Context: an optimization exercise on an open-source flow, tuned for a short achievable clock period and few clock cycles. The choices shown serve that exercise and are no tape-out recipe.
Where RTL was checked, it was by simulation tests only, not by an equivalence proof against the original.
For run 1, only the layout was checked, not whether the RTL still works.
No activity file was given, so power comes from the tool's default toggle rates.

File: design/flow/constraint.sdc
create_clock -name core_clock -period 5.0 [get_ports {clk}]
set_input_delay 1.0000 -clock core_clock [delete_from_list [all_inputs] [get_ports {clk}]]
set_output_delay 1.0000 -clock core_clock [all_outputs]
set_load 0.01 [all_outputs]
File: design/flow/run.sh
#!/bin/bash
# synth_recipe.tcl (not shown) runs the flow's synth.tcl, then flattens the netlist and writes it again
# the make line also repeats each setting of config.mk as NAME=value (left out here)
make -C /OpenROAD-flow-scripts/flow DESIGN_CONFIG=/design/flow/config.mk WORK_HOME=/design/flow/orfs CLKGATE_MAP_FILE= SYNTH_SCRIPT=/design/flow/synth_recipe.tcl finish
File: design/flow/design.v
module idxfp (
    input             clk,
    input             rst,             
    input             reset_capable,   
    input             poll,
    input      [31:0] now,
    output            busy,
    input             rx_avail,
    input       [7:0] rx_data,
    output            rx_pop,
    output            rdr_rst_n,
    output            ev_read,
    output            ev_remove,
    output     [39:0] ev_tag,
    input             cfg_req,
    input             cfg_we,
    input       [1:0] cfg_addr,
    input      [31:0] cfg_wdata,
    output     [31:0] cfg_rdata
);
    localparam [31:0] WAIT_RESET = 32'd1000;
    localparam [1:0] P_IDLE    = 2'd0;
    localparam [1:0] P_SETTLED = 2'd1;
    localparam [1:0] P_AWAIT   = 2'd2;
    reg         rc;          
    reg         act;         
    reg         pe;          
    reg  [3:0]  cnt;         
    reg         seen;        
    reg         f_rt;        
    reg         f_exp;       
    reg         nr, nm, np;  
    reg  [11:0] dl_lo;       
    reg  [20:0] now_hi;      
    reg  [11:0] dl_mid;      
    reg  [7:0]  fb [0:5];
    reg  [3:0]  hold;
    reg  [3:0]  ncnt;
    reg         fd_err;
    reg         in_frame;
    reg  [1:0]  pstate;
    reg  [32:0] deadline;
    reg  [39:0] last_tag;
    reg  [31:0] wait_r;
    reg  [1:0]  ev_en;
    reg  [3:0]  errstat;
    reg  [31:0] cfg_rdata_q;
    wire [7:0] d = rx_data;
    wire c_stx  = (d == 8'h02);
    wire c_etx  = (d == 8'h03);
    wire c_pad  = (d == 8'h0D) || (d == 8'h0A);
    wire c_hexd = (d[7:4] == 4'h3) && (!d[3] || (d[2:1] == 2'b00));
    wire c_hexl = (d[7:3] == 5'b01000) && (d[2:0] != 3'd0) && (d[2:0] != 3'd7);
    wire c_hex  = c_hexd || c_hexl;
    wire c_inv  = !(c_stx || c_etx || c_pad || c_hex);
    wire [3:0] nib = c_hexd ? d[3:0] :
                     {1'b1, (d[2:0] >= 3'd3), (d[2:0] == 3'd1 || d[2:0] == 3'd2 || d[2:0] == 3'd5 || d[2:0] == 3'd6), !d[0]};
    wire       ok     = !fd_err;
    wire       n12    = (ncnt == 4'd12);
    wire       inc    = ok && !n12;           
    wire       ovf    = ok && n12;            
    wire       hsel   = inc && !ncnt[0];      
    wire [7:0] fb_xor = fb[0] ^ fb[1] ^ fb[2] ^ fb[3] ^ fb[4];
    wire       tag_ok = ok && (fb_xor == fb[5]);
    wire       take   = pe && rx_avail;       
    wire       endc   = act && !take;         
    wire       dec    = take && c_etx && tag_ok;
    wire       seen_n = seen || dec;
    assign rx_pop    = take;
    assign busy      = act;
    assign ev_read   = nr && !take;
    assign ev_remove = nm && !take;
    assign rdr_rst_n = !(np && !take);
    assign ev_tag    = last_tag;
    assign cfg_rdata = cfg_rdata_q;
    wire [10:0] dl_top = now_hi[20:11] + wait_r[31:22] + {9'd0, dl_mid[11]};
    wire exp_new = rc && (pstate == P_AWAIT) && ({1'b0, now} >= deadline);
    integer i;
    always @(posedge clk) begin
        dl_mid <= {1'b0, now_hi[10:0]} + {1'b0, wait_r[21:11]} + {11'd0, dl_lo[11]};
        if (rst) begin
            rc          <= reset_capable;
            act         <= 1'b0;
            pe          <= 1'b0;
            cnt         <= 4'd0;
            seen        <= 1'b0;
            f_rt        <= 1'b0;
            f_exp       <= 1'b0;
            nr          <= 1'b0;
            nm          <= 1'b0;
            np          <= 1'b0;
            dl_lo       <= 12'd0;
            now_hi      <= 21'd0;
            for (i = 0; i < 6; i = i + 1)
                fb[i] <= 8'd0;
            hold        <= 4'd0;
            ncnt        <= 4'd0;
            fd_err      <= 1'b1;
            in_frame    <= 1'b0;
            pstate      <= P_IDLE;
            deadline    <= 33'd0;
            last_tag    <= 40'd0;
            wait_r      <= WAIT_RESET;
            ev_en       <= 2'd0;
            errstat     <= 4'd0;
            cfg_rdata_q <= 32'd0;
        end else begin
            if (poll && !rx_avail) begin
                if (exp_new)
                    pstate <= P_IDLE;
            end
            if (endc) begin
                if (seen) begin
                    pstate <= rc ? P_AWAIT : P_SETTLED;
                    if (rc) deadline <= {dl_top, dl_mid[10:0], dl_lo[10:0]};
                end else if (f_exp) begin
                    pstate <= P_IDLE;
                end
            end
            if (poll) begin
                act    <= rx_avail || (exp_new && ev_en[1]);
                pe     <= rx_avail;
                cnt    <= 4'd0;
                seen   <= 1'b0;
                dl_lo  <= {1'b0, now[10:0]} + {1'b0, wait_r[10:0]};
                now_hi <= now[31:11];
                f_rt   <= ev_en[0] && (!rc || pstate != P_AWAIT);
                f_exp  <= exp_new;
                nr     <= 1'b0;
                np     <= 1'b0;
                nm     <= exp_new && ev_en[1];
            end else if (take) begin
                cnt  <= cnt + 4'd1;
                pe   <= (cnt != 4'd15);
                seen <= seen_n;
                nr   <= seen_n && f_rt;
                np   <= seen_n && rc;
                nm   <= !seen_n && f_exp && ev_en[1];
            end else if (endc) begin
                act <= 1'b0;
                pe  <= 1'b0;
                nr  <= 1'b0;
                nm  <= 1'b0;
                np  <= 1'b0;
            end
            if (cfg_req) begin
                if (cfg_we) begin
                    case (cfg_addr)
                    2'd0: wait_r  <= cfg_wdata;
                    2'd1: ev_en   <= cfg_wdata[1:0];
                    2'd2: errstat <= errstat & ~cfg_wdata[3:0];
                    default: ;
                    endcase
                end else begin
                    case (cfg_addr)
                    2'd0:    cfg_rdata_q <= wait_r;
                    2'd1:    cfg_rdata_q <= {30'd0, ev_en};
                    2'd2:    cfg_rdata_q <= {28'd0, errstat};
                    default: cfg_rdata_q <= 32'd0;
                    endcase
                end
            end
            if (take) begin
                if (c_stx) begin
                    ncnt     <= 4'd0;
                    fd_err   <= 1'b0;
                    in_frame <= 1'b1;
                end
                if (c_etx)
                    in_frame <= 1'b0;
                if (c_hex && inc)
                    ncnt <= ncnt + 4'd1;
                if ((c_hex && ovf) || (c_inv && ok))
                    fd_err <= 1'b1;
                if (c_hex && hsel)
                    hold <= nib;
                for (i = 0; i < 6; i = i + 1)
                    if (c_hex && inc && ncnt == 2 * i + 1)
                        fb[i] <= {hold, nib};
                if (dec)
                    last_tag <= {fb[0], fb[1], fb[2], fb[3], fb[4]};
                if (in_frame) begin
                    if (c_etx && ok && !tag_ok) errstat[0] <= 1'b1;
                    if (c_stx)                  errstat[1] <= 1'b1;
                    if (c_inv && ok)            errstat[2] <= 1'b1;
                    if (c_hex && ovf)           errstat[3] <= 1'b1;
                end
            end
        end
    end
endmodule
File: design/flow/config.mk
export PLATFORM = sky130hd
export DESIGN_NAME = idxfp
export DESIGN_NICKNAME = idxfp
export VERILOG_FILES = /design/flow/design.v
export SDC_FILE = /design/flow/constraint.sdc
export NUM_CORES = 4
export LEC_CHECK = 0
export ABC_CLOCK_PERIOD_IN_PS = 200
export CAP_MARGIN = 20
export CORE_MARGIN = 2
export CORE_UTILIZATION = 40
export SETUP_SLACK_MARGIN = 2.7
export SLEW_MARGIN = 20
==> results.txt, run 1 <==
- DRC: 0
- Ys Warns: 2
- Cells after DPL: 1,834
- Setup_tns: 0 ps
- Die Y: about 180 µm
- Nets@finish: between 1,500 and 2,000
- Internal power: ~3.7 mW
- Syn Area/Cell: between 8 and 9 µm²
- Largest area contributor in the netlist: dfxtp_1
- Clock latency on the worst-skew pair: 530 ps
- Sequential power share: 45.2%
- Routability cong.: 0.802
- Slew headroom: slightly above 30%
- Post-route non-filler standard cell count: a little under 2,000
- Synth-to-layout area growth: 32.3%
- Mapped Nets: around 1,500
- Top area cells in the synthesized netlist: dfxtp_1 44%, mux2i_1 8.8%, ha_1 7.0%
- Site Rows: 63
- M2 GR Usage: about a third
- DR WL/cell: roughly 17 µm
- Status: complete, no violations
- Chip width: 176 µm
- Synth Register Bits: roughly 260
- Sinks on Clock Net: ~260
- P per Cell Area: between 300 and 400 nW/µm²
- Vias: a little under 10,000
- Power Total: around 4.7 mW
- First-pass GRT wire length: roughly 50 mm
- Startpoint Class: primary input
- Switch share: between 20 and 25%
- CP required: approximately 5500 ps
- Final Cycle Share: a little over half
- Multi-input gate area: slightly below 7000 µm²
- H-Tree Depth: 1
- Hold Path Class: reg -> reg
- Maxcap violations: 0
- GR peak layer: met2
- Detailed router's first-iteration violation count: just under 600
- Largest net degree at the start of global routing: ~140
- Setup crit end kind: flop
- Commonest non-fill, non-tap cell in the layout: dfxtp_1
- Critical Path Fanout Max: 8
- Core Footprint: about 30,000 µm²
- I/O pins: ~160
- Yosys top cell area share: a little over two fifths
- Antenna violations before repair: 6
- Clk_skew: 8.99 ps
- Most frequent cells in the layout: 255 x dfxtp_1, 184 x nand2_1, 177 x nor2_1, 106 x a21oi_1, 104 x mux2i_1
- All-Layer GR Usage: 19.8%
- Clock buffer count from CTS: 28
- Register area: roughly 5200 µm²
- CP arrival: ~3200 ps
- Crit Path Category: in -> reg
- Fmax: about 370 MHz
- GR Util met3: around 4.0%
- First drt pass iteration count: 5
- Vias per cell: 5.09
- Total global routing overflow: 0
- Leakage power: between 6 and 7 nW
- Seq/Total Area, Yosys: between 40% and 50%
- Synthesized instance count: 1,345
- Initial Utilization: between 40% and 50%
- Yosys cell types: 64
- Number of global-route vias before repair: slightly below 10,000
- RSZ-0062 raised after global routing: yes
- Filler cells: approximately 2,700
- Clock transition at the registers of the reported paths: approximately 60 ps
- Total Wirelength: 32.1 mm
- ANT nets after route: 0
- Prevailing post-synth register cell: dfxtp_1
- CTS tree: built
- Max Buffers Root-to-Sink: 3
- Sw power: around 1.1 mW
- Final Max Tran Viols: 0
- Final setup viols: 0
- Final Hold Fails: 0
- Die area: approximately 31,000 µm²
- Combinational share of power: under 10%
- EDFF count, synth: 1
- Layout cell share with drive strength beyond 1: approximately 16%
- VDD IR max: between 0.0002 and 0.00025 V
- Slew @ Worst Pin: between 1000 and 1500 ps
- Clock share of power: between 40% and 50%
- Ys async rst share: 0%
- Min cycle time layout: 2730 ps
- GR Util met1: 25.7%
- Hpwl dp: 20.8 mm
- Mapped cell area: 11,900 µm²
- Clock root cell: clkbuf_16
- Port Buffers: roughly 160
==> flip-flops by register name, summed over array words and instances (netlist names), 4 cells and up <==
name and cells:
cfg_rdata_q 32, hold 4, fb 48, dl_mid 12, now_hi 21, errstat 4, deadline 33, ncnt 4
last_tag 40, dl_lo 12, wait_r 32, cnt 4
==> cell type report <==
class | instances | area share, %
Timing Repair Buffer | 204 | 11.9
Multi-Input combinational cell | 956 | 43.6
Clock buffer | 45 | 5.77
Sequential cell | 261 | 33.4
Clock inverter | 7 | 0.702
Inverter | 60 | 1.52
Tap cell | 390 | 3.11
Antenna cell | 3 | 0.0479
==> synthesized netlist by cell type (2+ instances only) <==
cell and count:
a2111oi_0 8, a211oi_1 9, a21boi_0 3, a21o_1 9
a21oi_1 118, a22oi_1 29, a311o_1 2, a32oi_1 2
and2_1 4, and3_1 5, and3b_1 3, buf_1 8
buf_2 5, buf_4 5, clkbuf_1 52, dfxtp_1 260
fa_1 5, ha_1 66, inv_1 59, mux2i_1 104
nand2_1 195, nand2b_1 8, nand3_1 21, nand3_2 2
nand3b_1 2, nand4_1 11, nand4b_1 2, nor2_1 182
nor2b_1 7, nor3_1 21, nor3b_1 2, nor4_1 8
nor4b_1 4, o211ai_1 3, o21a_1 3, o21ai_0 25
o21bai_1 5, o22ai_1 2, o31ai_1 5, or2_2 2
or4_1 3, xnor2_1 30, xnor3_1 7, xor2_1 19
==> worst max-delay path, cell delays in order <==
cell,delay [ps]
buf_8,90
or4_4,550
or3_4,410
a211oi_4,260
and2b_2,300
and3b_2,330
nand2_2,90
a21oi_2,150
==> stage by stage <==
step | instance area [µm²] | hold WS, ps | utilization [%] | worst slack (ps)
floorplan | 12100 | 417 | - | 2020
global placement | 13900 | 419 | 47.3 | 1260
detailed placement | 13900 | 426 | 47.3 | 1210
CTS | 15400 | 436 | 52.2 | 2280
global route | 15700 | 446 | 53.3 | 2200
finish | 15700 | 432 | 53.4 | 2270
==> path summary, 6_finish.rpt <==
kind / from / end / slack, ps / depth (start not counted)
max: rx_data[3] / fb[0][1]$_SDFFE_PP0P_ / 2270 / 8
max reg2reg: now_hi[11]$_SDFFE_PP0P_ / deadline[30]$_SDFFE_PP0P_ / 2430 / 11
min reg2reg: dl_mid[10]$_DFF_P_ / deadline[21]$_SDFFE_PP0P_ / 430 / 2
min: dl_mid[10]$_DFF_P_ / deadline[21]$_SDFFE_PP0P_ / 430 / 2
==> per-layer routing <==
| layer | routed length (µm) | share of wire [%] | up-vias |
|---|---|---|---|
| li1 | - | - | 4928 |
| met1 | 14400 | 45 | 4599 |
| met2 | 15200 | 47 | 224 |
| met3 | 1860 | 5.8 | 51 |
| met4 | 618 | 1.9 | 4 |
| met5 | 21 | 0.066 | - |
==> power by group through the flow <==
| stage | Combinational (mW) | Sequential, mW | Clock [mW] |
|---|---|---|---|
| 6_report | 0.376 | 2.14 | 2.22 |
| 2_1_floorplan | 0.189 | 2.18 | 0 |
| 5_1_grt | 0.413 | 2.14 | 2.36 |
| 3_3_place_gp | 0.322 | 2.19 | 0 |
| 4_1_cts | 0.355 | 2.14 | 2.27 |
| 3_5_place_dp | 0.327 | 2.19 | 0 |
==> logic make-up (layout without fill, tap and decap cells) <==
logic type | Yosys count | after routing | synth area share (%)
simple gates | 487 | 489 | 17.7
compound gates | 236 | 236 | 12.2
mux | 104 | 104 | 8.78
other cells | 0 | 3 | 0
buf+inv | 130 | 316 | 4.33
flops | 261 | 261 | 44.1
fa+ha+maj | 71 | 71 | 7.81
xor+xnor | 56 | 56 | 4.95
==> what timing repair did <==
item | in CTS | in global routing
endpoints found under the hold margin | 0 | 0
pin swaps | 76 | 43
gates resized for setup | 279 | 67
hold buffers | 0 | 0
gates cloned | 0 | 2
endpoints found under the setup margin | 258 | 177
setup buffers | 20 | 15
==> run 2, diff against run 1 <==
--- a/design/flow/design.v
+++ b/design/flow/design.v
@@ -30,9 +30,9 @@
     reg         f_rt;        
     reg         f_exp;       
     reg         nr, nm, np;  
-    reg  [11:0] dl_lo;       
-    reg  [20:0] now_hi;      
-    reg  [11:0] dl_mid;      
+    reg  [16:0] dl_lo;       
+    reg  [15:0] now_hi;      
+    reg  [16:0] dl_hi;       
     reg  [7:0]  fb [0:5];
     reg  [3:0]  hold;
     reg  [3:0]  ncnt;
@@ -73,11 +73,12 @@
     assign rdr_rst_n = !(np && !take);
     assign ev_tag    = last_tag;
     assign cfg_rdata = cfg_rdata_q;
-    wire [10:0] dl_top = now_hi[20:11] + wait_r[31:22] + {9'd0, dl_mid[11]};
+    wire need_n  = (seen_n && (f_rt || rc)) || (!seen_n && f_exp && ev_en[1]);
+    wire last16  = take && (cnt == 4'd15) && !need_n;
     wire exp_new = rc && (pstate == P_AWAIT) && ({1'b0, now} >= deadline);
     integer i;
     always @(posedge clk) begin
-        dl_mid <= {1'b0, now_hi[10:0]} + {1'b0, wait_r[21:11]} + {11'd0, dl_lo[11]};
+        dl_hi <= {1'b0, now_hi} + {1'b0, wait_r[31:16]} + {16'd0, dl_lo[16]};
         if (rst) begin
             rc          <= reset_capable;
             act         <= 1'b0;
@@ -89,8 +90,8 @@
             nr          <= 1'b0;
             nm          <= 1'b0;
             np          <= 1'b0;
-            dl_lo       <= 12'd0;
-            now_hi      <= 21'd0;
+            dl_lo       <= 17'd0;
+            now_hi      <= 16'd0;
             for (i = 0; i < 6; i = i + 1)
                 fb[i] <= 8'd0;
             hold        <= 4'd0;
@@ -109,10 +110,10 @@
                 if (exp_new)
                     pstate <= P_IDLE;
             end
-            if (endc) begin
-                if (seen) begin
+            if (endc || last16) begin
+                if (seen_n) begin
                     pstate <= rc ? P_AWAIT : P_SETTLED;
-                    if (rc) deadline <= {dl_top, dl_mid[10:0], dl_lo[10:0]};
+                    if (rc) deadline <= {dl_hi, dl_lo[15:0]};
                 end else if (f_exp) begin
                     pstate <= P_IDLE;
                 end
@@ -122,8 +123,8 @@
                 pe     <= rx_avail;
                 cnt    <= 4'd0;
                 seen   <= 1'b0;
-                dl_lo  <= {1'b0, now[10:0]} + {1'b0, wait_r[10:0]};
-                now_hi <= now[31:11];
+                dl_lo  <= {1'b0, now[15:0]} + {1'b0, wait_r[15:0]};
+                now_hi <= now[31:16];
                 f_rt   <= ev_en[0] && (!rc || pstate != P_AWAIT);
                 f_exp  <= exp_new;
                 nr     <= 1'b0;
@@ -132,6 +133,8 @@
             end else if (take) begin
                 cnt  <= cnt + 4'd1;
                 pe   <= (cnt != 4'd15);
+                if (cnt == 4'd15)
+                    act <= need_n;
                 seen <= seen_n;
                 nr   <= seen_n && f_rt;
                 np   <= seen_n && rc;
==> run 2 against run 1 <==
  * Via count increased by 1.0%
  * Area after synthesis rose by 2.6%
  * Combinational power is 9.3% higher
  * Final cell count grew 1.2%
  * Power up 1.4%
  * Hold slack lost 1.1 ps
  * Setup slack improved by 93 ps
  * Global-route usage about the same
  * Critical path type unchanged
  * Largest power group unchanged
==> results.txt, run 2 <==
- Ys Warns: 2 (unchanged)
- Site Rows: 63 (unchanged)
- Min cycle time layout: 2640 ps (was 2730 ps)
- Combinational share of power: 8.6% (was 7.9%)
- Switch share: 23.5% (was 22.5%)
- Hold Path Class: reg -> reg (unchanged)
- Sinks on Clock Net: 266 (was 261)
- Status: complete, no violations (unchanged)
- Total Wirelength: 32.8 mm (was 32.1 mm)
- Routability cong.: 0.838 (was 0.802)
- Seq/Total Area, Yosys: 43.9% (was 44.1%)
- Leakage power: 7.32 nW (was 6.77 nW)
- Sequential power share: 45.5% (was 45.2%)
- Layout cell share with drive strength beyond 1: 19.9% (was 16.2%)
- EDFF count, synth: 1 (unchanged)
- First-pass GRT wire length: 50.5 mm (was 50.0 mm)
- Maxcap violations: 0 (unchanged)
- Slew headroom: 36.0% (was 30.9%)
- Critical Path Fanout Max: 3 (was 8)
- Largest registers: fb: 48 flops, last_tag: 40 flops, deadline: 33 flops (unchanged)
- Clk_skew: 10.1 ps (was 8.99 ps)
- Port Buffers: 157 (unchanged)
- Setup crit end kind: flop (unchanged)
- CP arrival: 3040 ps (was 3190 ps)
- Syn Area/Cell: 9.10 µm² (was 8.82 µm²)
- Largest area contributor in the netlist: dfxtp_1 (unchanged)
- Yosys cell types: 67 (was 64)
- Vias: 9,905 (was 9,806)
- Synth Register Bits: 266 (was 261)
- Clock root cell: clkbuf_16 (unchanged)
- VDD IR max: 0.000294 V (was 0.000243 V)
- Cell breakdown of the critical path: buf_8 > or4_4 > nor3_4 > and3_4 > nand4_1 > buf_12 > a221o_1 > a32oi_1 > nor2_1 (was buf_8 > or4_4 > or3_4 > a211oi_4 > and2b_2 > and3b_2 > nand2_2 > a21oi_2)
- Synth-to-layout area growth: 35.8% (was 32.3%)
- Top area cells in the synthesized netlist: dfxtp_1 44%, mux2i_1 10%, ha_1 7.3% (was dfxtp_1 44%, mux2i_1 8.8%, ha_1 7.0%)
- DRC: 0 (unchanged)
- Most frequent cells in the layout: 255 x dfxtp_1, 186 x nor2_1, 158 x nand2_1, 120 x mux2i_1, 94 x a21oi_1 (was 255 x dfxtp_1, 184 x nand2_1, 177 x nor2_1, 106 x a21oi_1, 104 x mux2i_1)
- Synthesized instance count: 1,337 (was 1,345)
- Die area: 31,800 µm² (was 31,000 µm²)
- Internal power: 3.67 mW (about the same)
- Prevailing post-synth register cell: dfxtp_1 (unchanged)
- Ys async rst share: 0% (unchanged)
- Final Hold Fails: 0 (unchanged)
- Max FFs per register: 48 (unchanged)
- CP required: 5400 ps (was 5460 ps)
- Core Footprint: 29,800 µm² (was 29,400 µm²)
- Die Y: 178 µm (was 176 µm)
- RSZ-0062 raised after global routing: yes (unchanged)
- Sw power: 1.13 mW (was 1.06 mW)
- Antenna violations before repair: 3 (was 6)
- Startpoint Class: primary input (unchanged)
- Clock latency on the worst-skew pair: 550 ps (was 530 ps)
- Fmax: 379 MHz (was 366 MHz)
- Hpwl dp: 21.1 mm (was 20.8 mm)
- Setup_tns: 0 ps (unchanged)
- Crit path buf inv count: 2 (was 1)
- Nets@finish: 1,690 (was 1,663)
- Chip width: 178 µm (was 176 µm)
- Final Cycle Share: 52.8% (was 54.6%)
- ANT nets after route: 0 (unchanged)
- Vias per cell: 5.08 (was 5.09)
- Detailed router's first-iteration violation count: 349 (was 586)
- Clock transition at the registers of the reported paths: 60 ps (about the same)
- P per Cell Area: 291 nW/µm² (was 302 nW/µm²)
- CTS tree: built (unchanged)
- Most flops, register: fb (unchanged)
- Initial Utilization: 40.8% (was 40.3%)
- Number of global-route vias before repair: 9,526 (was 9,611)
- Yosys top cell area share: 43.6% (was 43.9%)
- Post-layout util: 55.5% (was 53.4%)
- CP peak stage delay: 550 ps (about the same)
- Clock share of power: 45.9% (was 46.8%)
- Largest net degree at the start of global routing: 114 (was 142)
- Slew @ Worst Pin: 954 ps (was 1040 ps)
- Final setup viols: 0 (unchanged)
- Top-count cell post-synth: dfxtp_1 (unchanged)
- Post-CTS Hold Fix Bufs: 0 (unchanged)
- CP max-delay cell: or4_4 (unchanged)
- Final Max Tran Viols: 0 (unchanged)
- Most frequent cells after synthesis: 265 x dfxtp_1, 188 x nor2_1, 164 x nand2_1, 125 x mux2i_1, 112 x a21oi_1 (was 260 x dfxtp_1, 195 x nand2_1, 182 x nor2_1, 118 x a21oi_1, 104 x mux2i_1)
- All-Layer GR Usage: 19.8% (about the same)
- Crit Path Category: in -> reg (unchanged)
- First drt pass iteration count: 4 (was 5)
- I/O pins: 158 (unchanged)
- DR WL/cell: 16.8 µm (was 16.6 µm)
- Max Buffers Root-to-Sink: 3 (unchanged)
- Clock buffer count from CTS: 29 (was 28)
- Mapped cell area: 12,200 µm² (was 11,900 µm²)
- Commonest non-fill, non-tap cell in the layout: dfxtp_1 (unchanged)
- H-Tree Depth: 1 (unchanged)
- Mapped Nets: 1,492 (was 1,497)
- Top delay family on crit path: simple AND/OR/NAND/NOR gates (unchanged)
- Total global routing overflow: 0 (unchanged)
-- run 2: cell types whose count changed after synthesis, sizes merged, moves of 7 or more --
cell   change
mux2i     +21
nand2     -31
xnor2     +12
xor2       -8
buf        -7
-- run 2: final timing paths --
check,startpoint,endpoint,slack (ps),cells past startpoint
setup / recovery,rx_data[7],pstate[0]$_SDFF_PP0_,2360,9
hold / removal,dl_hi[11]$_DFF_P_,deadline[27]$_SDFFE_PP0P_,430,2
setup reg to reg,fb[5][2]$_SDFFE_PP0P_,pstate[0]$_SDFF_PP0_,2430,9
hold reg to reg,dl_hi[11]$_DFF_P_,deadline[27]$_SDFFE_PP0P_,430,2
-- run 2: worst reg2reg max path: stages (launching register included) --
cell and delay, ps:
dfxtp_2 330, xnor2_2 180, xnor3_1 460, nor4_4 260, buf_4 180, nand4_1 230, buf_12 220, a221o_1 350
a32oi_1 160, nor2_1 60
-- run 2: timing repair --
item,4_1_cts,5_1_grt
cloned,2,5
pin swaps,72,59
setup endpoints to repair,234,154
gates resized for setup,326,77
setup buffers,44,11
-- run 2: power groups by stage --
stage	sequential, mW	combinational [mW]	clock, mW
finish	2.19	0.411	2.20
global route	2.19	0.450	2.33
CTS	2.19	0.390	2.25
detailed placement	2.23	0.358	0
global placement	2.23	0.354	0
floorplan	2.23	0.214	0
-- run 2: cells by family (layout without fill, tap and decap cells) --
family	Yosys count	after routing	share of synthesized area, %
xor+xnor	60	60	5.24
flops	266	266	43.9
compound gates	231	231	11.7
buf+inv	120	340	3.83
other cells	0	3	0
fa+ha+maj	74	74	7.80
mux	125	125	10.3
simple gates	461	461	17.3
-- run 2: layer usage --
layer	vias to the layer above	wire [µm]	part of all wire, %	GRT usage [%]
met4	0	625	1.9	4.23
li1	4980	-	-	-
met5	-	0	0	0
met3	41	1600	4.9	3.71
met1	4700	15500	47	26.6
met2	184	15000	46	33.0
-- run 2: through the flow --
stage | worst slack (ps) | instance area [µm²] | hold WS, ps | power, mW | cells
3_5_place_dp | 993 | 14400 | 425 | 2.59 | 1832
6_report | 2360 | 16500 | 431 | 4.80 | 1950
2_1_floorplan | 2110 | 12600 | 417 | 2.44 | 1337
5_1_grt | 2310 | 16500 | 447 | 4.97 | 1949
4_1_cts | 2440 | 16100 | 431 | 4.82 | 1931
3_3_place_gp | 1050 | 14400 | 421 | 2.59 | 1832
-- run 2: area by class of cell --
type / count / area (µm²)
well taps: 390 / 488
clock buffers: 39 / 793
fillers: 2693 / 13300
inverters: 57 / 226
diodes: 3 / 7.51
flip-flops and latches: 266 / 5350
repair buffers: 230 / 2210
clock inverters: 14 / 178
multi-input cells: 951 / 7270
Testbench counts of run 2, summed over its fixed seeds: cycles 54,285.

## afterwards: timing with drivers on the ports
In the flow no input, the clock included, has a driving cell. The finished layouts below were timed again as built, in two steps.
Step 1 sets driving cells, clkbuf_16 on the clock port and buf_2 on the other inputs (assumed; they add their load-dependent delay and slew).
Step 2 moves the port delays by t, midway between the first and last clock arrival at a register: inputs arrive t later, outputs are due t later. That takes back most of the time a late clock gives input paths.
Slacks: no drivers / after step 1 / after step 2; pairs: no drivers / after step 1.
run	t, ns	setup WS [ns]	hold WS [ns]
run 1	0.578	2.268 / 2.276 / 1.698	0.432 / 0.432 / 0.432
run 2	0.592	2.361 / 2.358 / 1.766	0.431 / 0.431 / 0.431
After both steps setup and hold are still met in every run listed. The setup slack of run 2, which loses most, moves by -0.003 ns with the drivers and by -0.595 ns with both steps.
